This design comes from an exercise in tuning for small area, a short achievable clock period and few clock cycles on the open sky130 flow, not from production work.
Only simulation tests tie the RTL to the original design; equivalence was not proved.
No activity file was given, so power comes from the tool's default toggle rates.

==> maple: inputs <==
// psg_voice
module psg_voice #(
    parameter NFRAMES = 16              
) (
    input  wire         clk,
    input  wire         rst,
    input  wire         cmd_valid,
    output wire         cmd_ready,
    input  wire [3:0]   cmd_op,
    input  wire [1:0]   cmd_ch,
    input  wire [7:0]   cmd_velocity,
    input  wire [31:0]  cmd_duration,
    input  wire [31:0]  cmd_adsr,       
    input  wire [7:0]   cmd_vol,
    input  wire [7:0]   cmd_pan,
    input  wire [47:0]  cmd_inc,
    input  wire [127:0] cmd_arg,
    output reg          rsp_valid,
    output reg  [1:0]   rsp_status,
    output reg          rsp_tick,
    output reg          smp_valid,
    input  wire         smp_ready,
    output reg          smp_last,
    output reg  signed [17:0] smp_left,
    output reg  signed [17:0] smp_right
);
    localparam [3:0] OP_INIT_PCM8 = 4'h1, OP_INIT_SQUARE = 4'h2, OP_INIT_WAVE = 4'h3,
                     OP_INIT_NOISE = 4'h4, OP_SET_VOLUME = 4'h5, OP_SET_PITCH = 4'h6,
                     OP_RELEASE = 4'h7, OP_TICK_NOTE = 4'h8, OP_PROCESS = 4'h9,
                     OP_STOP = 4'hA, OP_MIX_BLOCK = 4'hB;
    localparam [1:0] ST_OK = 2'd0, ST_REFUSED = 2'd1, ST_FAULT = 2'd2, ST_HALTED = 2'd3;
    localparam [1:0] P_LEFT = 2'd0, P_CENTER = 2'd1, P_RIGHT = 2'd2;
    localparam FW = $clog2(NFRAMES);
    reg          ready;                 
    reg          faulted;
    reg [FW-1:0] nleft;                 
    reg [3:0]    bsel;                  
    reg          bpend;                 
    reg          bpend_mix;
    reg [1:0]    bpend_ch;
    reg          brsp;                  
    reg          q_valid;               
    reg [1:0]    q_status;
    reg          q_tick;
    reg          v2;                    
    reg [1:0]    v2_ch;
    reg          v2_setvel;
    reg [7:0]    v2_vol;
    reg          v3;                    
    reg [1:0]    v3_ch;
    reg          v3_setvel;
    reg [5:0]    v3_pk;
    reg [3:0]    fr1;                   
  ...
export LEC_CHECK = 0
export CAP_MARGIN = 20
export CORE_MARGIN = 2
export CORE_UTILIZATION = 40
export SLEW_MARGIN = 20
create_clock -name core_clock -period 18.0 [get_ports {clk}]
standard.sh (not shown) runs the stock make flow with config.mk's settings and CLKGATE_MAP_FILE= SYNTH_SCRIPT=/design/flow/synth_recipe.tcl, a recipe that flattens the netlist after the stock synthesis.
==> flow/flow/run.sh <==
#!/bin/bash
# Layout: the standard ORFS flow on the design's SDC, in three make calls so that
# the timing repair after clock-tree synthesis can be asked to leave more setup slack
# than the design's period needs (placement and routing repairs keep their defaults).
# Every tool's log stays under orfs/logs; each make call's output goes to its own log.
set -euo pipefail
bash standard.sh place > make_place.log 2>&1
bash standard.sh SETUP_SLACK_MARGIN=12 cts > make_cts.log 2>&1
bash standard.sh finish > make_finish.log 2>&1
==> amber: changes against maple <==
--- a/flow/design.v
+++ b/flow/design.v
@@ -22,13 +22,12 @@
     input  wire [31:0]  op_adsr,        
     input  wire [1:0]   op_panpot,
     input  wire [47:0]  op_inc,
     input  wire [127:0] op_arg,
     output reg          tick_res,       
     output wire         late,
-    output wire         play,           
     output wire         env_wr,         
     output wire [7:0]   note_vel_o,
     output wire [3:0]   s_o,
     output wire [5:0]   peak_o,
     output wire         ea,             
     output wire [1:0]   panpot_o,
@@ -52,13 +51,12 @@
     reg [PW-1:0] pos;
     reg [1:0]    duty;
     reg          npat;
     reg [127:0]  wave;
     reg signed [9:0] nws;               
     assign late       = (state >= S_REL);
-    assign play       = (state == S_PLAY);
     assign note_vel_o = note_vel;
     assign s_o        = s_r;
     assign peak_o     = peak;
     assign panpot_o   = panpot;
     reg [2:0] e_state, e_next;
     reg [3:0] e_step;
@@ -182,18 +180,15 @@
             2'd1:    begin qh_n = $signed({1'b0, v4 + v2}); ql_n = -$signed({1'b0, v2}); end
             2'd2:    begin qh_n = $signed({1'b0, v4});      ql_n = -$signed({1'b0, v4}); end
             default: begin qh_n = $signed({1'b0, v2});      ql_n = -$signed({1'b0, v4 + v2}); end
         endcase
     end
     always @(posedge clk) begin
-        if (kill)
-            ea_r <= 1'b0;
-        else if (spec_en)
-            ea_r <= (e_state != S_DEAD);
         if (spec_en) begin
             ev   <= e_vel;
+            ea_r <= (e_state != S_DEAD);
             if (KIND == 1) begin
                 qh <= qh_n;
                 ql <= ql_n;
             end
             if (KIND == 3)
                 evn <= -$signed({1'b0, e_vel});
@@ -214,31 +209,14 @@
         end
     endfunction
     wire          c32     = carry32(frac, inc[31:0]);
     wire [31:0]   frac_nx = frac + inc[31:0];
     wire          hold    = (KIND == 2) && rc;
     wire [PW-1:0] inc_i   = hold ? {PW{1'b0}} : inc[PW+31:32];
-    function [29:0] add2(input [14:0] a, input [14:0] b);
-        reg [14:0] g, p, x;
-        integer lv, j;
-        begin
-            g = a & b;
-            p = a ^ b;
-            x = p;
-            for (lv = 1; lv < 15; lv = lv * 2)
-                for (j = 14; j >= lv; j = j - 1) begin
-                    g[j] = g[j] | (p[j] & g[j - lv]);
-                    p[j] = p[j] & p[j - lv];
-                end
-            add2[14:0]  = x ^ {g[13:0], 1'b0};
-            add2[29:15] = x ^ {g[13:0] | p[13:0], 1'b1};
-        end
-    endfunction
-    wire [29:0]   ps      = add2(pos, inc_i);
-    wire [PW-1:0] ps0     = ps[PW-1:0];
-    wire [PW-1:0] ps1     = ps[PW+14:15];
+    wire [PW-1:0] ps0     = pos + inc_i;
+    wire [PW-1:0] ps1     = pos + inc_i + 1'b1;
     wire [PW-1:0] pos_sum = (c32 && !hold) ? ps1 : ps0;
     wire [PW-1:0] pos_nx  = (KIND == 3 && npat) ? (pos_sum & 7'h7f) : pos_sum;
     function [14:0] fine_r(input [6:0] b);
         case (b)
             7'd0: fine_r = 15'h0001;
             7'd1: fine_r = 15'h0002;
@@ -666,15 +644,13 @@
     wire tick_exp = do_tick && !late && (dur == 32'd1);
     always @* begin
         if (late)               tick_res = 1'b0;
         else if (dur == 32'd0)  tick_res = 1'b1;
         else                    tick_res = (dur != 32'd1);
     end
-    wire kill   = do_stop || (do_release && (r_r == 3'd0 || vel == 6'd0)) ||
-                  (tick_exp && (vel == 6'd0 || r_r == 3'd0));
-    assign env_wr = do_init || do_setvol || do_peak || do_sus || (do_release && !kill) || (tick_exp && !kill) ||
+    assign env_wr = do_init || do_peak || do_sus || do_release || tick_exp || do_stop ||
                     do_env || (KIND == 2 && (wbusy || rc));
     always @(posedge clk) begin
         if (rst) begin
             state <= S_DEAD;
             nxt   <= S_INIT;
             step  <= 4'd0;
@@ -800,13 +776,14 @@
     localparam [1:0] ST_OK = 2'd0, ST_REFUSED = 2'd1, ST_FAULT = 2'd2, ST_HALTED = 2'd3;
     localparam [1:0] P_LEFT = 2'd0, P_CENTER = 2'd1, P_RIGHT = 2'd2;
     localparam FW = $clog2(NFRAMES);
     reg          ready;                 
     reg          faulted;
     reg [FW-1:0] nleft;                 
-    reg [3:0]    bsel;                  
+    reg          bmix;                  
+    reg [1:0]    bch;                   
     reg          bpend;                 
     reg          bpend_mix;
     reg [1:0]    bpend_ch;
     reg          brsp;                  
     reg          q_valid;               
     reg [1:0]    q_status;
@@ -845,14 +822,12 @@
     wire [3:0] do_setvol   = (run && cmd_op == OP_SET_VOLUME)   ? (ch_sel & ~late) : 4'b0;
     wire [3:0] do_setpitch = (run && cmd_op == OP_SET_PITCH)    ? ch_sel : 4'b0;
     wire [3:0] do_release  = (run && cmd_op == OP_RELEASE)      ? (ch_sel & ~late) : 4'b0;
     wire [3:0] do_tick     = (run && cmd_op == OP_TICK_NOTE)    ? ch_sel : 4'b0;
     wire [3:0] do_stop     = (run && cmd_op == OP_STOP)         ? ch_sel : 4'b0;
     wire       vol_go      = |(do_init | do_setvol);
-    wire [3:0] play;
-    wire       setvel_now  = |(do_setvol & play);
     wire [1:0] op_panpot = ($signed(cmd_pan) < -8'sd21) ? P_LEFT :
                            ($signed(cmd_pan) >  8'sd20) ? P_RIGHT : P_CENTER;
     function [35:0] csa(input [17:0] a, input [17:0] b, input [17:0] c);
         begin
             csa[17:0]  = a ^ b ^ c;
             csa[35:18] = {((a[16:0] & b[16:0]) | (a[16:0] & c[16:0]) | (b[16:0] & c[16:0])), 1'b0};
@@ -872,18 +847,18 @@
                 end
             add18 = x ^ {g[16:0], 1'b0};
         end
     endfunction
     wire out_free = !smp_valid || smp_ready;
     wire idle     = (nleft == {FW{1'b0}});            
-    wire       acc_mix = run_blk && (cmd_op == OP_MIX_BLOCK);
-    wire [3:0] bmask   = bpend ? (bpend_mix ? 4'b1111 : (4'b0001 << bpend_ch)) : 4'b1111;
-    wire [3:0] f_sel   = !idle ? bsel : bmask;
+    wire       f_mix = !idle ? bmix : (bpend ? bpend_mix : (cmd_op == OP_MIX_BLOCK));
+    wire [1:0] f_ch  = !idle ? bch  : (bpend ? bpend_ch  : cmd_ch);
+    wire [3:0] f_sel = f_mix ? 4'b1111 : (4'b0001 << f_ch);
     wire [3:0] fresh    = fr1;
-    wire       f_fresh  = &(fresh | ~bmask);
-    wire start     = (acc_mix || bpend) && out_free && f_fresh;    
+    wire       f_fresh  = f_mix ? (&fresh) : fresh[f_ch];
+    wire start     = (run_blk || bpend) && out_free && f_fresh;    
     wire cont      = !idle && smp_valid && smp_ready;              
     wire load      = start || cont;
     wire last_load = cont && (nleft == 1);
     wire spec_en   = (idle && !start) || last_load;
     wire [7:0]  nv_o [0:3];
     wire [3:0]  s_o  [0:3];
@@ -947,13 +922,12 @@
                 .op_adsr     (cmd_adsr),
                 .op_panpot   (op_panpot),
                 .op_inc      (cmd_inc),
                 .op_arg      (cmd_arg),
                 .tick_res    (tick_res[g]),
                 .late        (late[g]),
-                .play        (play[g]),
                 .env_wr      (env_wr[g]),
                 .note_vel_o  (nv_o[g]),
                 .s_o         (s_o[g]),
                 .peak_o      (pk_o[g]),
                 .ea          (ea[g]),
                 .panpot_o    (panpot[g]),
@@ -979,12 +953,17 @@
     wire [17:0] w0 = evw[0] ? dwx        : 18'd0;
     wire [17:0] w1 = evw[1] ? (dwx << 1) : 18'd0;
     wire [17:0] w2 = evw[2] ? (dwx << 2) : 18'd0;
     wire [17:0] w3 = evw[3] ? (dwx << 3) : 18'd0;
     wire [17:0] w4 = evw[4] ? (dwx << 4) : 18'd0;
     wire [17:0] w5 = evw[5] ? (dwx << 5) : 18'd0;
+    wire [35:0] wa = csa(w0, w1, w2);
+    wire [35:0] wb = csa(w3, w4, w5);
+    wire [35:0] wc = csa(wa[17:0], wa[35:18], wb[17:0]);
+    wire [35:0] wd = csa(wc[17:0], wc[35:18], wb[35:18]);
+    wire [17:0] wt = add18(wd[17:0], wd[35:18]);
     function [17:0] side(input [3:0] gg, input [17:0] a0, input [17:0] a1, input [17:0] a3,
                          input [17:0] x0, input [17:0] x1, input [17:0] x2,
                          input [17:0] x3, input [17:0] x4, input [17:0] x5);
         reg [17:0] b0, b1, b3, y0, y1, y2, y3, y4, y5;
         reg [35:0] c1, c2, c3, c4, c5, c6, c7;
         begin
@@ -1004,14 +983,25 @@
             c5 = csa(c2[35:18], c3[17:0], c3[35:18]);
             c6 = csa(c4[17:0], c4[35:18], c5[17:0]);
             c7 = csa(c6[17:0], c6[35:18], c5[35:18]);
             side = add18(c7[17:0], c7[35:18]);
         end
     endfunction
-    wire [17:0] mix_l = side(gl & f_sel, t0, t1, t3, w0, w1, w2, w3, w4, w5);
-    wire [17:0] mix_r = side(gr & f_sel, t0, t1, t3, w0, w1, w2, w3, w4, w5);
+    wire [17:0] all_l = side(gl, t0, t1, t3, w0, w1, w2, w3, w4, w5);
+    wire [17:0] all_r = side(gr, t0, t1, t3, w0, w1, w2, w3, w4, w5);
+    reg [17:0] one_l, one_r;
+    always @* begin
+        case (f_ch)
+            2'd0:    begin one_l = gl[0] ? t0 : 18'd0; one_r = gr[0] ? t0 : 18'd0; end
+            2'd1:    begin one_l = gl[1] ? t1 : 18'd0; one_r = gr[1] ? t1 : 18'd0; end
+            2'd2:    begin one_l = gl[2] ? wt : 18'd0; one_r = gr[2] ? wt : 18'd0; end
+            default: begin one_l = gl[3] ? t3 : 18'd0; one_r = gr[3] ? t3 : 18'd0; end
+        endcase
+    end
+    wire [17:0] mix_l = f_mix ? all_l : one_l;
+    wire [17:0] mix_r = f_mix ? all_r : one_r;
     wire last_out = smp_valid && smp_ready && idle && smp_last;   
     reg       n_q_valid, n_brsp, n_v2, n_v3, n_bpend;
     reg [FW-1:0] n_nleft;
     always @* begin
         n_nleft = nleft;
         if (start)     n_nleft = NFRAMES - 1;
@@ -1041,13 +1031,13 @@
             bpend   <= n_bpend;
             brsp    <= n_brsp;
             q_valid <= n_q_valid;
             v2      <= n_v2;
             v3      <= n_v3;
             fr1     <= spec_en ? ~env_wr : 4'b0;
-            ready   <= (n_nleft == {FW{1'b0}}) && !n_bpend && !(n_v2 && setvel_now) && !(n_v3 && v2_setvel) &&
+            ready   <= (n_nleft == {FW{1'b0}}) && !n_bpend && !n_v2 && !(n_v3 && v2_setvel) &&
                        !(n_q_valid && n_brsp);
             if (accept && !faulted && !op_refused && kind_bad)
                 faulted <= 1'b1;
             if (load) begin
                 smp_valid <= 1'b1;
                 smp_last  <= cont && (nleft == 1);
@@ -1077,22 +1067,24 @@
             q_tick <= run && (cmd_op == OP_TICK_NOTE) && tick_res[cmd_ch];
         end
         if (run_blk && !start) begin
             bpend_mix <= (cmd_op == OP_MIX_BLOCK);
             bpend_ch  <= cmd_ch;
         end
-        if (start)
-            bsel <= f_sel;
+        if (start) begin
+            bmix <= f_mix;
+            bch  <= f_ch;
+        end
         if (load) begin
             smp_left  <= mix_l;
             smp_right <= mix_r;
         end
         if (vol_go) begin
             v2_ch     <= cmd_ch;
             v2_vol    <= cmd_vol;
-            v2_setvel <= setvel_now;
+            v2_setvel <= !is_init && (cmd_op == OP_SET_VOLUME);
         end
         if (v2) begin
             v3_ch     <= v2_ch;
             v3_setvel <= v2_setvel;
             v3_pk     <= v2_peak;
         end
==> flow/run.sh (new file) <==
#!/bin/bash
# synth_recipe.tcl (not shown) runs the flow's synth.tcl, then flattens the netlist and writes it again
# the make line also repeats each setting of config.mk as NAME=value (left out here)
make -C /OpenROAD-flow-scripts/flow DESIGN_CONFIG=/design/flow/config.mk WORK_HOME=/design/flow/orfs CLKGATE_MAP_FILE= SYNTH_SCRIPT=/design/flow/synth_recipe.tcl finish
removed: flow/flow/run.sh
removed: flow/standard.sh
==> raven: changes against maple <==
--- a/flow/design.v
+++ b/flow/design.v
@@ -36,13 +36,14 @@
     output wire [5:0]   ev_o,           
     output wire signed [10:0] dw_o      
 );
     localparam [2:0] S_INIT = 3'd0, S_RISE = 3'd1, S_DEC = 3'd2, S_PLAY = 3'd3,
                      S_REL  = 3'd4, S_DYING = 3'd5, S_DEAD = 3'd6;
     localparam PW = (KIND == 1) ? 3 : ((KIND == 2) ? 5 : 15);
-    reg [2:0]    state, nxt;
+    reg [2:0]    st_x;                  
+    reg [2:0]    nxt;
     reg [3:0]    step;
     reg [5:0]    vel, peak, sus;
     reg [1:0]    panpot;
     reg [2:0]    a_r, d_r, r_r;
     reg [3:0]    s_r;
     reg [7:0]    note_vel;
@@ -50,12 +51,13 @@
     reg [PW+31:0] inc;
     reg [31:0]   frac;
     reg [PW-1:0] pos;
     reg [1:0]    duty;
     reg          npat;
     reg [127:0]  wave;
+    wire [2:0]   state = st_x ^ S_DEAD;
     reg signed [9:0] nws;               
     assign late       = (state >= S_REL);
     assign play       = (state == S_PLAY);
     assign note_vel_o = note_vel;
     assign s_o        = s_r;
     assign peak_o     = peak;
@@ -666,76 +668,75 @@
     wire tick_exp = do_tick && !late && (dur == 32'd1);
     always @* begin
         if (late)               tick_res = 1'b0;
         else if (dur == 32'd0)  tick_res = 1'b1;
         else                    tick_res = (dur != 32'd1);
     end
-    wire kill   = do_stop || (do_release && (r_r == 3'd0 || vel == 6'd0)) ||
-                  (tick_exp && (vel == 6'd0 || r_r == 3'd0));
+    wire rel_dead = do_release && (r_r == 3'd0 || vel == 6'd0);
+    wire rel_stage = do_release && !rel_dead;
+    wire tick_dead = tick_exp && (vel == 6'd0 || r_r == 3'd0);
+    wire sus_vel = do_sus && sus_setvel && state == S_PLAY;
+    wire kill   = do_stop || rel_dead || tick_dead;
     assign env_wr = do_init || do_setvol || do_peak || do_sus || (do_release && !kill) || (tick_exp && !kill) ||
                     do_env || (KIND == 2 && (wbusy || rc));
+    reg [2:0] st_n;
+    always @* begin
+        st_n = state;
+        if (do_init)  st_n = S_INIT;
+        if (rel_dead) st_n = S_DEAD;
+        if (tick_exp) st_n = tick_dead ? S_DEAD : S_REL;
+        if (do_stop)  st_n = S_DEAD;
+        if (do_env)   st_n = e_state;
+    end
+    wire st_we = rst || do_init || rel_dead || tick_exp || do_stop || do_env;
+    reg [5:0] vel_n;
+    always @* begin
+        vel_n = vel;
+        if (sus_vel)                          vel_n = sus_in;
+        if (do_release && r_r == 3'd0)        vel_n = 6'd0;
+        if (tick_exp && r_r == 3'd0)          vel_n = 6'd0;
+        if (do_env)                           vel_n = e_vel;
+    end
+    wire vel_we = rst || sus_vel || ((do_release || tick_exp) && r_r == 3'd0) || do_env;
+    always @(posedge clk) begin
+        if (st_we)
+            st_x <= (st_n ^ S_DEAD) & {3{!rst}};
+        if (vel_we)
+            vel <= vel_n & {6{!rst}};
+        if (rst || rel_stage || do_env)
+            nxt <= (do_env ? e_next : S_REL) & {3{!rst}};
+        if (rst || do_env)
+            step <= e_step & {4{!rst}};
+    end
+    always @(posedge clk) begin
+        if (rst) begin
+            frac <= 32'd0;
+            pos  <= {PW{1'b0}};
+            nf   <= 1'b0;
+            nr   <= 1'b0;
+        end else if (do_adv) begin
+            frac <= frac_nx;
+            pos  <= pos_nx;
+            if (KIND == 3) begin
+                nf <= nf_n;
+                nr <= nr_n;
+            end
+        end
+    end
     always @(posedge clk) begin
         if (rst) begin
-            state <= S_DEAD;
-            nxt   <= S_INIT;
-            step  <= 4'd0;
-            vel   <= 6'd0;
-            frac  <= 32'd0;
-            pos   <= {PW{1'b0}};
-            nf    <= 1'b0;
-            nr    <= 1'b0;
             wbusy <= 1'b0;
             rc    <= 1'b0;
-        end else begin
-            if (do_init)
-                state <= S_INIT;
-            if (do_sus && sus_setvel && state == S_PLAY)
-                vel <= sus_in;
-            if (do_release) begin
-                if (r_r == 3'd0) begin
-                    vel   <= 6'd0;
-                    state <= S_DEAD;
-                end else if (vel == 6'd0) begin
-                    state <= S_DEAD;
-                end else begin
-                    nxt <= S_REL;
-                end
-            end
-            if (tick_exp) begin
-                if (vel == 6'd0 || r_r == 3'd0) begin
-                    if (r_r == 3'd0) vel <= 6'd0;
-                    state <= S_DEAD;
-                end else begin
-                    state <= S_REL;
-                end
-            end
-            if (do_stop)
-                state <= S_DEAD;
-            if (do_env) begin
-                state <= e_state;
-                nxt   <= e_next;
-                step  <= e_step;
-                vel   <= e_vel;
-            end
-            if (do_adv) begin
-                frac <= frac_nx;
-                pos  <= pos_nx;
-                if (KIND == 3) begin
-                    nf <= nf_n;
-                    nr <= nr_n;
-                end
-            end
-            if (KIND == 2) begin
-                rc <= wbusy && (wq == 2'd3) && !do_init;
-                if (do_init) begin
-                    wbusy <= 1'b1;
-                    wq    <= 2'd0;
-                end else if (wbusy) begin
-                    wq <= wq + 1'b1;
-                    if (wq == 2'd3) wbusy <= 1'b0;
-                end
+        end else if (KIND == 2) begin
+            rc <= wbusy && (wq == 2'd3) && !do_init;
+            if (do_init) begin
+                wbusy <= 1'b1;
+                wq    <= 2'd0;
+            end else if (wbusy) begin
+                wq <= wq + 1'b1;
+                if (wq == 2'd3) wbusy <= 1'b0;
             end
         end
     end
     always @(posedge clk) begin
         if (do_init) begin
             note_vel <= op_velocity;
@@ -812,12 +813,14 @@
     reg [1:0]    q_status;
     reg          q_tick;
     reg          v2;                    
     reg [1:0]    v2_ch;
     reg          v2_setvel;
     reg [7:0]    v2_vol;
+    reg [7:0]    v2_nv;                 
+    reg [3:0]    v2_s, v3_s;            
     reg          v3;                    
     reg [1:0]    v3_ch;
     reg          v3_setvel;
     reg [5:0]    v3_pk;
     reg [3:0]    fr1;                   
     assign cmd_ready = ready;
@@ -885,13 +888,13 @@
     wire load      = start || cont;
     wire last_load = cont && (nleft == 1);
     wire spec_en   = (idle && !start) || last_load;
     wire [7:0]  nv_o [0:3];
     wire [3:0]  s_o  [0:3];
     wire [5:0]  pk_o [0:3];
-    wire [7:0]  mv = nv_o[v2_ch];
+    wire [7:0]  mv = v2_nv;
     wire [17:0] mr0 = v2_vol[0] ? {10'd0, mv}       : 18'd0;
     wire [17:0] mr1 = v2_vol[1] ? {9'd0, mv, 1'b0}  : 18'd0;
     wire [17:0] mr2 = v2_vol[2] ? {8'd0, mv, 2'b0}  : 18'd0;
     wire [17:0] mr3 = v2_vol[3] ? {7'd0, mv, 3'b0}  : 18'd0;
     wire [17:0] mr4 = v2_vol[4] ? {6'd0, mv, 4'b0}  : 18'd0;
     wire [17:0] mr5 = v2_vol[5] ? {5'd0, mv, 5'b0}  : 18'd0;
@@ -902,13 +905,13 @@
     wire [35:0] m3 = csa(m1[17:0], m1[35:18], m2[17:0]);
     wire [35:0] m4 = csa(m2[35:18], mr6, mr7);
     wire [35:0] m5 = csa(m3[17:0], m3[35:18], m4[17:0]);
     wire [35:0] m6 = csa(m5[17:0], m5[35:18], m4[35:18]);
     wire [17:0] v2_prod = add18(m6[17:0], m6[35:18]);
     wire [5:0]  v2_peak = v2_prod[15:10];
-    wire [3:0]  sv = s_o[v3_ch];
+    wire [3:0]  sv = v3_s;
     wire [17:0] sr0 = sv[0] ? {12'd0, v3_pk}       : 18'd0;
     wire [17:0] sr1 = sv[1] ? {11'd0, v3_pk, 1'b0} : 18'd0;
     wire [17:0] sr2 = sv[2] ? {10'd0, v3_pk, 2'b0} : 18'd0;
     wire [17:0] sr3 = sv[3] ? {9'd0, v3_pk, 3'b0}  : 18'd0;
     wire [35:0] s1 = csa(sr0, sr1, sr2);
     wire [35:0] s2 = csa(s1[17:0], s1[35:18], sr3);
@@ -1086,15 +1089,18 @@
             smp_left  <= mix_l;
             smp_right <= mix_r;
         end
         if (vol_go) begin
             v2_ch     <= cmd_ch;
             v2_vol    <= cmd_vol;
+            v2_nv     <= is_init ? cmd_velocity : nv_o[cmd_ch];
+            v2_s      <= is_init ? cmd_adsr[19:16] : s_o[cmd_ch];
             v2_setvel <= setvel_now;
         end
         if (v2) begin
             v3_ch     <= v2_ch;
             v3_setvel <= v2_setvel;
             v3_pk     <= v2_peak;
+            v3_s      <= v2_s;
         end
     end
 endmodule
==> flow/flow/run.sh (replaced) <==
#!/bin/bash
# Layout: the standard ORFS flow on the design's SDC, in three make calls.
#  - Synthesis is the standard one (synth_recipe.tcl: -nofsm -noshare, flatten, rename)
#    except that adders are left to ABC instead of being mapped to full/half-adder
#    cells (ADDER_MAP_FILE empty); the registers are the same.
#  - The timing repair after clock-tree synthesis is asked to leave more setup slack
#    than the design's period needs; placement and routing repairs keep their defaults.
# Every tool's log stays under orfs/logs; each make call's output goes to its own log.
set -euo pipefail
bash standard.sh ADDER_MAP_FILE= place > make_place.log 2>&1
bash standard.sh ADDER_MAP_FILE= SETUP_SLACK_MARGIN=12 cts > make_cts.log 2>&1
bash standard.sh ADDER_MAP_FILE= finish > make_finish.log 2>&1
==> summary of the runs <==
maple ran to the end with no violations. amber produced a clean layout. raven passed the timing, DRC and antenna checks. Against amber, the synthesized area of raven is lower by 11%. First-iteration DRC count: raven > maple > amber. Of amber and maple, maple has the higher maximum frequency (gap 33%, measured against maple). The highest wire length belongs to amber, the lowest to maple. Against raven, the total power of maple is lower by about 20%. Via count: amber > raven > maple.
==> figures <==
| metric | amber | maple | raven |
|---|---|---|---|
| Cells after Synth | 9,111 | 8,618 | 8,393 |
| Sequential group share of total power | 43.3% | 46.3% | 39.1% |
| Resize count post-CTS | 0 | 434 | 445 |
| Synth Register Bits | 940 | 941 | 957 |
| Multi-input logic cell count | 6,794 | 6,437 | 6,718 |
| Clock transition at the register clock pins on the worst setup and hold paths after CTS | 0.06 ns | 0.06 ns | 0.07 ns |
| Vias in the first global route | 68,232 | 66,917 | 64,276 |
| Combinational share of power | 14.4% | 9.8% | 26.3% |
| Routed wirelength normalized by instance count | 23.2 um | 23.3 um | 24.5 um |
| Final weighted congestion in routability-driven placement | 1.03 | 1.01 | 0.992 |
| Fin cells | 11,904 | 11,516 | 10,942 |
| Run status | timing/DRC/antenna clean | timing/DRC/antenna clean | timing/DRC/antenna clean |
| Sequential cell area | 25,700 um2 | 25,700 um2 | 26,800 um2 |
Testbench counts of maple, summed over its fixed seeds: cycles 56,531.
Testbench counts of amber, summed over its fixed seeds: cycles 56,884.
Testbench counts of raven, summed over its fixed seeds: cycles 56,531.

==> port drivers added, routing unchanged <==
The results above use ideal ports. As a check the final layouts listed here were re-extracted and re-timed, cells and wires unchanged.
Step 1: set_driving_cell puts a clkbuf_16 on clk and a buf_2 on each other input, an assumption about the parent block.
Step 2 moves the port delays by t, midway between the first and last clock arrival at a register: inputs arrive t later, outputs are due t later. That takes back most of the time a late clock gives input paths.
a / b / c = no drivers / after step 1 / after step 2; a / b = the first two.
run	t (ns)	slack for setup (ns)	worst setup path at the end	worst register clock-pin slew, ns	pins driven straight from the clock port
maple	0.820	11.686 / 11.686 / 10.945	input to register	0.07 / 0.07	1
amber	0.827	8.598 / 8.670 / 7.843	input to register	0.07 / 0.07	1
raven	0.808	11.652 / 11.652 / 11.089	input to register	0.07 / 0.07	1
After both steps every run listed still meets setup and hold. The setup slack of amber, which loses most, moves by +0.072 ns with the drivers and by -0.755 ns with both steps.
